Background: an optimization exercise with open tools, aiming at small area, a short achievable clock period and few clock cycles per item. Do not read the settings as production practice.
In this exercise RTL edits were held to simulation tests only and were not proved equivalent to the original.
Power is estimated from default activity; no workload was simulated.

==> inputs of exp/quartz <==
Design ddp, start of the top module:
module ddp #(
    parameter MAX_PAYLOAD_BYTES = 16
) (
    input  wire        clk,
    input  wire        rst,
    input  wire        bus_valid,
    input  wire        bus_we,
    input  wire [1:0]  bus_size,
    input  wire [18:0] bus_addr,
    input  wire [31:0] bus_wdata,
    output reg         rsp_valid,
    output reg         rsp_err,
    output wire [31:0] rsp_rdata
);
clock: 12.5 ns
lec_check: 0
abc_clock_period_in_ps: 4000
cap_margin: 20
core_margin: 2
core_utilization: 40
place_density: 0.55
setup_slack_margin: 5
slew_margin: 20
standard.sh (not shown) runs the stock make flow with config.mk's settings and CLKGATE_MAP_FILE= SYNTH_SCRIPT=/design/flow/synth_recipe.tcl, a recipe that flattens the netlist after the stock synthesis.
==> flow/flow/run.sh <==
#!/bin/bash
set -euo pipefail
bash standard.sh SETUP_SLACK_MARGIN=7 finish > standard_flow.log 2>&1
==> exp/amber (differences from exp/quartz) <==
--- a/flow/design.v
+++ b/flow/design.v
@@ -49,22 +49,20 @@
     reg [3:0]   fdv    [0:MF-1];    
     reg [2:0]   state;
     reg [2:0]   pend_err;
     reg         pend_ddv;
     reg [7:0]   cur;
     reg [5:0]   kidx;
     reg         fresh;
     reg [5:0]   pt_q;           
-    reg [12:0]  pde_q;          
     reg         pf_q;           
     reg         pbw_q;          
-    reg [62:0]  w1;             
-    reg [4:0]   alo;            
-    reg [7:0]   amt_q;          
+    reg [38:0]  w1;              
+    reg [2:0]   alo;            
     reg [31:0]  pre_q;
     reg         dti_q, dti_h_q, fdi_q;
     reg [4:0]   fb_q;
     wire [127:0] sb;
     genvar gi;
     generate
         for (gi = 0; gi < PB; gi = gi + 1) begin : g_sb
             assign sb[127-8*gi -: 8] = pbuf[8*gi +: 8];
@@ -83,21 +81,21 @@
     reg  [32:0]  A1;
     reg  [31:0]  win;
     integer sx;
     always @(*) begin
         for (sx = 0; sx < 159; sx = sx + 1)
             A7[sx] = amt_d[7] ? ((sx + 128 < 192) ? Z[191-sx-128] : 1'b0) : Z[191-sx];
         for (sx = 0; sx < 95; sx = sx + 1) A6[sx] = amt_d[6] ? A7[sx+64] : A7[sx];
         for (sx = 0; sx < 63; sx = sx + 1) A5[sx] = amt_d[5] ? A6[sx+32] : A6[sx];
+        for (sx = 0; sx < 47; sx = sx + 1) A4[sx] = amt_d[4] ? A5[sx+16] : A5[sx];
+        for (sx = 0; sx < 39; sx = sx + 1) A3[sx] = amt_d[3] ? A4[sx+8] : A4[sx];
     end
     always @(*) begin
-        for (sx = 0; sx < 47; sx = sx + 1) A4[sx] = alo[4] ? w1[sx+16] : w1[sx];
-        for (sx = 0; sx < 39; sx = sx + 1) A3[sx] = alo[3] ? A4[sx+8] : A4[sx];
-        for (sx = 0; sx < 35; sx = sx + 1) A2[sx] = alo[2] ? A3[sx+4] : A3[sx];
+        for (sx = 0; sx < 35; sx = sx + 1) A2[sx] = alo[2] ? w1[sx+4] : w1[sx];
         for (sx = 0; sx < 33; sx = sx + 1) A1[sx] = alo[1] ? A2[sx+2] : A2[sx];
         for (sx = 0; sx < 32; sx = sx + 1) win[31-sx] = alo[0] ? A1[sx+1] : A1[sx];
     end
     wire [18:0] a = bus_addr;
     wire bus_error =
         (bus_size == 2'd1) || (bus_size == 2'd3) ||
         (bus_size == 2'd2 && a[1:0] != 2'b00) ||
         (bus_size == 2'd0 && a[18:12] != 7'h01) ||
@@ -129,37 +127,29 @@
     integer    hi;
     always @(*) begin
         p_t = 6'd0;
         for (hi = 43; hi >= 0; hi = hi - 1)
             if (stp[hi]) p_t = hi;
     end
     wire [4:0]  h_dv   = {sb[127-35], sb[127-36], sb[127-37], sb[127-38], sb[127-39]};
     wire [5:0]  h_d1   = {1'b0, h_dv} + 6'd1;
-    wire [5:0]  p_T    = p_t + 6'd1;
-    wire [10:0] p_prod = p_T * h_dv;                       
-    wire [12:0] p_de   = 13'd40 + {5'd0, p_T, 2'b00} + {1'b0, p_prod, 1'b0};   
-    wire [5:0]  h_T    = pt_q;
-    wire [12:0] h_de   = pde_q;
+    wire [5:0]  h_T    = pt_q + 6'd1;
+    wire [10:0] h_prod = h_T * h_dv;                       
+    wire [12:0] h_de   = 13'd40 + {5'd0, h_T, 2'b00} + {1'b0, h_prod, 1'b0};   
     wire        h_fail = !pf_q || (h_de > {5'd0, L8});
     function [5:0] ns_width;           
         input [31:0] n;
-        reg   [4:0]  msb;
-        reg          above, np2;
+        reg   [31:0] nm1;
         integer i;
         begin
-            msb = 5'd0;
-            above = 1'b0;
-            np2 = 1'b0;
-            for (i = 31; i >= 0; i = i - 1) begin
-                if (n[i] && above) np2 = 1'b1;
-                if (n[i] && !above) msb = i;
-                above = above | n[i];
-            end
-            ns_width = {1'b0, msb} + {5'd0, np2};
+            nm1 = n - 32'd1;
+            ns_width = 6'd0;
+            for (i = 0; i < 32; i = i + 1)
+                if (nm1[i]) ns_width = i + 1;
         end
     endfunction
     function [32:0] lowmask;           
         input [5:0] n;
         integer i;
         begin
             for (i = 0; i < 33; i = i + 1)
                 lowmask[i] = (i < n);
@@ -419,35 +409,34 @@
             assign pb_we[gi] = pb_in && (word ? (a[3:2] == gi / 4) : (a[3:0] == gi));
         end
     endgenerate
     always @(*) begin
         if (issue && i_ext)
             amt_d = arg0[7:0] + arg1[7:0];
         else if (issue && i_ns)
             amt_d = arg0[7:0] + {2'd0, ns_wc};
-        else
+        else if (hdr_go)
             amt_d = h_de[7:0] + 8'd32;
-        if (state == S_SCAN)
-            amt_d = amt_q + {4'd0, s_cons};      
-        if (!busy_next)
+        else if (state == S_SCAN)
+            amt_d = s_next + 8'd32;
+        else
             amt_d = dti_amt;
     end
     assign src_p_d = busy_next;
     wire busy_next = issue || (st_busy && !(state == S_FIN || state == S_EXT || state == S_NS || state == S_LK || s_end));
     integer i;
     always @(posedge clk) begin
         pre_q   <= pre_d;
         dti_q   <= word && (a[18:16] == 3'd2) && kd_ok;
         dti_h_q <= a[2];
         fdi_q   <= word && (a[18:16] == 3'd3) && k_ok;
         fb_q    <= f_end;
-        if (issue) ns_w <= c_ext ? arg1[5:0] : ns_wc;    
-        pt_q    <= p_T;
-        pde_q   <= p_de;
+        if (issue) ns_w <= ns_wc;
+        pt_q    <= p_t;
         pf_q    <= |stp;
         pbw_q   <= |pb_we;
         if (rst) begin
             rsp_valid   <= 1'b0;
             rsp_err     <= 1'b0;
             len_r       <= 12'd0;
             arg0        <= 32'd0;
             arg1        <= 32'd0;
@@ -496,17 +485,17 @@
                     bigv    <= arg0;
                     cur_big <= 1'b0;
                     err_s   <= 8'd0;
                     if (ex_oor) begin
                         st_err <= ERR_OOR; err_big <= 1'b1;
                         res0 <= 32'd0; res1_lo <= 6'd0; cur_s <= 8'd0;
                     end else begin
                         st_err <= ERR_OK; err_big <= 1'b0;
-                        res0 <= win & ns_lm[31:0];
+                        res0 <= win & lowmask(arg1[5:0]);
                         res1_lo <= arg1[5:0];
                         cur_s <= ex_end[7:0];
                     end
                 end
                 S_NS: begin
                     st_busy <= 1'b0;
                     st_done <= 1'b1;
                     state   <= S_IDLE;
@@ -621,19 +610,18 @@
                         pend_err <= ERR_OOR; err_s <= 8'd29;
                     end else if (h_fail) begin
                         pend_err <= ERR_OOR; err_s <= L8;
                     end else begin
                         state <= S_SCAN;
                     end
             end
         end
-        w1    <= A5;
-        alo   <= amt_d[4:0];
-        amt_q <= amt_d;
+        w1  <= A3;
+        alo <= amt_d[2:0];
         if (state == S_SCAN) begin
             for (i = 0; i < MT; i = i + 1) begin
                 if (s_doneA && kidx == i)                 fend[i] <= s_fcntA;
                 if (s_doB && s_doneB && kidx + 6'd1 == i) fend[i] <= s_fcnt;
             end
             for (i = 0; i < MF; i = i + 1) begin
                 if (s_sl0 && fcnt == i)         fdv[i] <= s_v0;
                 if (s_sl1 && fcnt + 5'd1 == i)  fdv[i] <= s_v1;
==> flow/run.sh (new file) <==
#!/bin/bash
# synth_recipe.tcl (not shown) runs the flow's synth.tcl, then flattens the netlist and writes it again
# the make line also repeats each setting of config.mk as NAME=value (left out here)
make -C /OpenROAD-flow-scripts/flow DESIGN_CONFIG=/design/flow/config.mk WORK_HOME=/design/flow/orfs CLKGATE_MAP_FILE= SYNTH_SCRIPT=/design/flow/synth_recipe.tcl finish
CORE_UTILIZATION = 45   (was 40)
PLACE_DENSITY = 0.6   (was 0.55)
removed: flow/flow/run.sh
removed: flow/standard.sh
==> exp/yarrow (differences from exp/quartz) <==
--- a/flow/design.v
+++ b/flow/design.v
@@ -49,17 +49,16 @@
     reg [3:0]   fdv    [0:MF-1];    
     reg [2:0]   state;
     reg [2:0]   pend_err;
     reg         pend_ddv;
     reg [7:0]   cur;
     reg [5:0]   kidx;
     reg         fresh;
     reg [5:0]   pt_q;           
-    reg [12:0]  pde_q;          
     reg         pf_q;           
     reg         pbw_q;          
     reg [62:0]  w1;             
     reg [4:0]   alo;            
     reg [7:0]   amt_q;          
     reg [31:0]  pre_q;
     reg         dti_q, dti_h_q, fdi_q;
     reg [4:0]   fb_q;
@@ -129,37 +128,29 @@
     integer    hi;
     always @(*) begin
         p_t = 6'd0;
         for (hi = 43; hi >= 0; hi = hi - 1)
             if (stp[hi]) p_t = hi;
     end
     wire [4:0]  h_dv   = {sb[127-35], sb[127-36], sb[127-37], sb[127-38], sb[127-39]};
     wire [5:0]  h_d1   = {1'b0, h_dv} + 6'd1;
-    wire [5:0]  p_T    = p_t + 6'd1;
-    wire [10:0] p_prod = p_T * h_dv;                       
-    wire [12:0] p_de   = 13'd40 + {5'd0, p_T, 2'b00} + {1'b0, p_prod, 1'b0};   
-    wire [5:0]  h_T    = pt_q;
-    wire [12:0] h_de   = pde_q;
+    wire [5:0]  h_T    = pt_q + 6'd1;
+    wire [10:0] h_prod = h_T * h_dv;                       
+    wire [12:0] h_de   = 13'd40 + {5'd0, h_T, 2'b00} + {1'b0, h_prod, 1'b0};   
     wire        h_fail = !pf_q || (h_de > {5'd0, L8});
     function [5:0] ns_width;           
         input [31:0] n;
-        reg   [4:0]  msb;
-        reg          above, np2;
+        reg   [31:0] nm1;
         integer i;
         begin
-            msb = 5'd0;
-            above = 1'b0;
-            np2 = 1'b0;
-            for (i = 31; i >= 0; i = i - 1) begin
-                if (n[i] && above) np2 = 1'b1;
-                if (n[i] && !above) msb = i;
-                above = above | n[i];
-            end
-            ns_width = {1'b0, msb} + {5'd0, np2};
+            nm1 = n - 32'd1;
+            ns_width = 6'd0;
+            for (i = 0; i < 32; i = i + 1)
+                if (nm1[i]) ns_width = i + 1;
         end
     endfunction
     function [32:0] lowmask;           
         input [5:0] n;
         integer i;
         begin
             for (i = 0; i < 33; i = i + 1)
                 lowmask[i] = (i < n);
@@ -419,35 +410,34 @@
             assign pb_we[gi] = pb_in && (word ? (a[3:2] == gi / 4) : (a[3:0] == gi));
         end
     endgenerate
     always @(*) begin
         if (issue && i_ext)
             amt_d = arg0[7:0] + arg1[7:0];
         else if (issue && i_ns)
             amt_d = arg0[7:0] + {2'd0, ns_wc};
-        else
+        else if (hdr_go)
             amt_d = h_de[7:0] + 8'd32;
-        if (state == S_SCAN)
+        else if (state == S_SCAN)
             amt_d = amt_q + {4'd0, s_cons};      
-        if (!busy_next)
+        else
             amt_d = dti_amt;
     end
     assign src_p_d = busy_next;
     wire busy_next = issue || (st_busy && !(state == S_FIN || state == S_EXT || state == S_NS || state == S_LK || s_end));
     integer i;
     always @(posedge clk) begin
         pre_q   <= pre_d;
         dti_q   <= word && (a[18:16] == 3'd2) && kd_ok;
         dti_h_q <= a[2];
         fdi_q   <= word && (a[18:16] == 3'd3) && k_ok;
         fb_q    <= f_end;
-        if (issue) ns_w <= c_ext ? arg1[5:0] : ns_wc;    
-        pt_q    <= p_T;
-        pde_q   <= p_de;
+        if (issue) ns_w <= ns_wc;
+        pt_q    <= p_t;
         pf_q    <= |stp;
         pbw_q   <= |pb_we;
         if (rst) begin
             rsp_valid   <= 1'b0;
             rsp_err     <= 1'b0;
             len_r       <= 12'd0;
             arg0        <= 32'd0;
             arg1        <= 32'd0;
@@ -496,17 +486,17 @@
                     bigv    <= arg0;
                     cur_big <= 1'b0;
                     err_s   <= 8'd0;
                     if (ex_oor) begin
                         st_err <= ERR_OOR; err_big <= 1'b1;
                         res0 <= 32'd0; res1_lo <= 6'd0; cur_s <= 8'd0;
                     end else begin
                         st_err <= ERR_OK; err_big <= 1'b0;
-                        res0 <= win & ns_lm[31:0];
+                        res0 <= win & lowmask(arg1[5:0]);
                         res1_lo <= arg1[5:0];
                         cur_s <= ex_end[7:0];
                     end
                 end
                 S_NS: begin
                     st_busy <= 1'b0;
                     st_done <= 1'b1;
                     state   <= S_IDLE;
CORE_UTILIZATION = 45   (was 40)
PLACE_DENSITY = 0.6   (was 0.55)
==> qor summary <==
Run status: exp/quartz complete, no violations; exp/amber complete, no violations; exp/yarrow complete, no violations
Total CTS buffers: exp/quartz 94; exp/amber 86; exp/yarrow 91
Number of iterations in the first detailed-routing pass: exp/quartz 9; exp/amber 10; exp/yarrow 13
Final critical-path share of the clock period: exp/quartz 51.3%; exp/amber 59.9%; exp/yarrow 51.6%
Final-stage net count: exp/quartz 7,520; exp/amber 7,243; exp/yarrow 7,489
Number of vias in the routed layout: exp/quartz 61,500; exp/amber 61,200; exp/yarrow 62,600
Standard cell core area: exp/quartz 145,000 um^2; exp/amber 130,000 um^2; exp/yarrow 129,000 um^2
Maximum vdd ir drop: exp/quartz 136 uV; exp/amber 135 uV; exp/yarrow 147 uV
Net count after synthesis: exp/quartz 6,985; exp/amber 7,202; exp/yarrow 7,007
Setup crit start: exp/quartz pbuf[56]; exp/amber bus_addr[0]; exp/yarrow amt_q[3]
First-pass GRT wire length: exp/quartz 454,000 um; exp/amber 442,000 um; exp/yarrow 455,000 um
Core Util, Final: exp/quartz 52.9%; exp/amber 51.4%; exp/yarrow 58.7%
Post-route minimum period: exp/quartz 6.41 ns; exp/amber 7.48 ns; exp/yarrow 6.45 ns
Fraction of power spent switching nets: exp/quartz 40.2%; exp/amber 40.3%; exp/yarrow 39.8%
Final-layout fill cell count: exp/quartz 13,200; exp/amber 12,300; exp/yarrow 11,100
Cell total after placement: exp/quartz 8,322; exp/amber 8,332; exp/yarrow 8,159
Nonclk buf count: exp/quartz 822; exp/amber 371; exp/yarrow 775
Testbench counts of exp/quartz, summed over its fixed seeds: cycles 28,790, items 2,883.
Testbench counts of exp/amber, summed over its fixed seeds: cycles 28,790, items 2,883.
Testbench counts of exp/yarrow, summed over its fixed seeds: cycles 28,790, items 2,883.

port drivers added, routing unchanged:
The results above use ideal ports. As a check the final layouts listed here were re-extracted and re-timed, cells and wires unchanged.
Step 1 assumes that a clkbuf_16 drives the clock port and a buf_2 every other input.
Step 2 adds t to the input delays and takes it off the output delays; t is the mean of the earliest and latest rising clock arrival at the registers after step 1. Input paths then give back, and output paths get back, about the clock's delay inside the block.
a / b / c = ideal ports / drivers / drivers and shift; a / b = the first two.
| run | t, ns | slack for setup (ns) | worst setup path after step 2 |
|---|---|---|---|
| exp/quartz | 0.818 | 6.088 / 6.088 / 5.493 | input to register |
| exp/amber | 0.802 | 5.016 / 5.035 / 4.280 | input to register |
| exp/yarrow | 0.797 | 6.048 / 6.048 / 5.540 | input to register |
After both steps setup and hold are still met in every run listed. For exp/amber, which loses most, drivers alone change the setup slack by +0.019 ns; drivers and shift together by -0.736 ns.
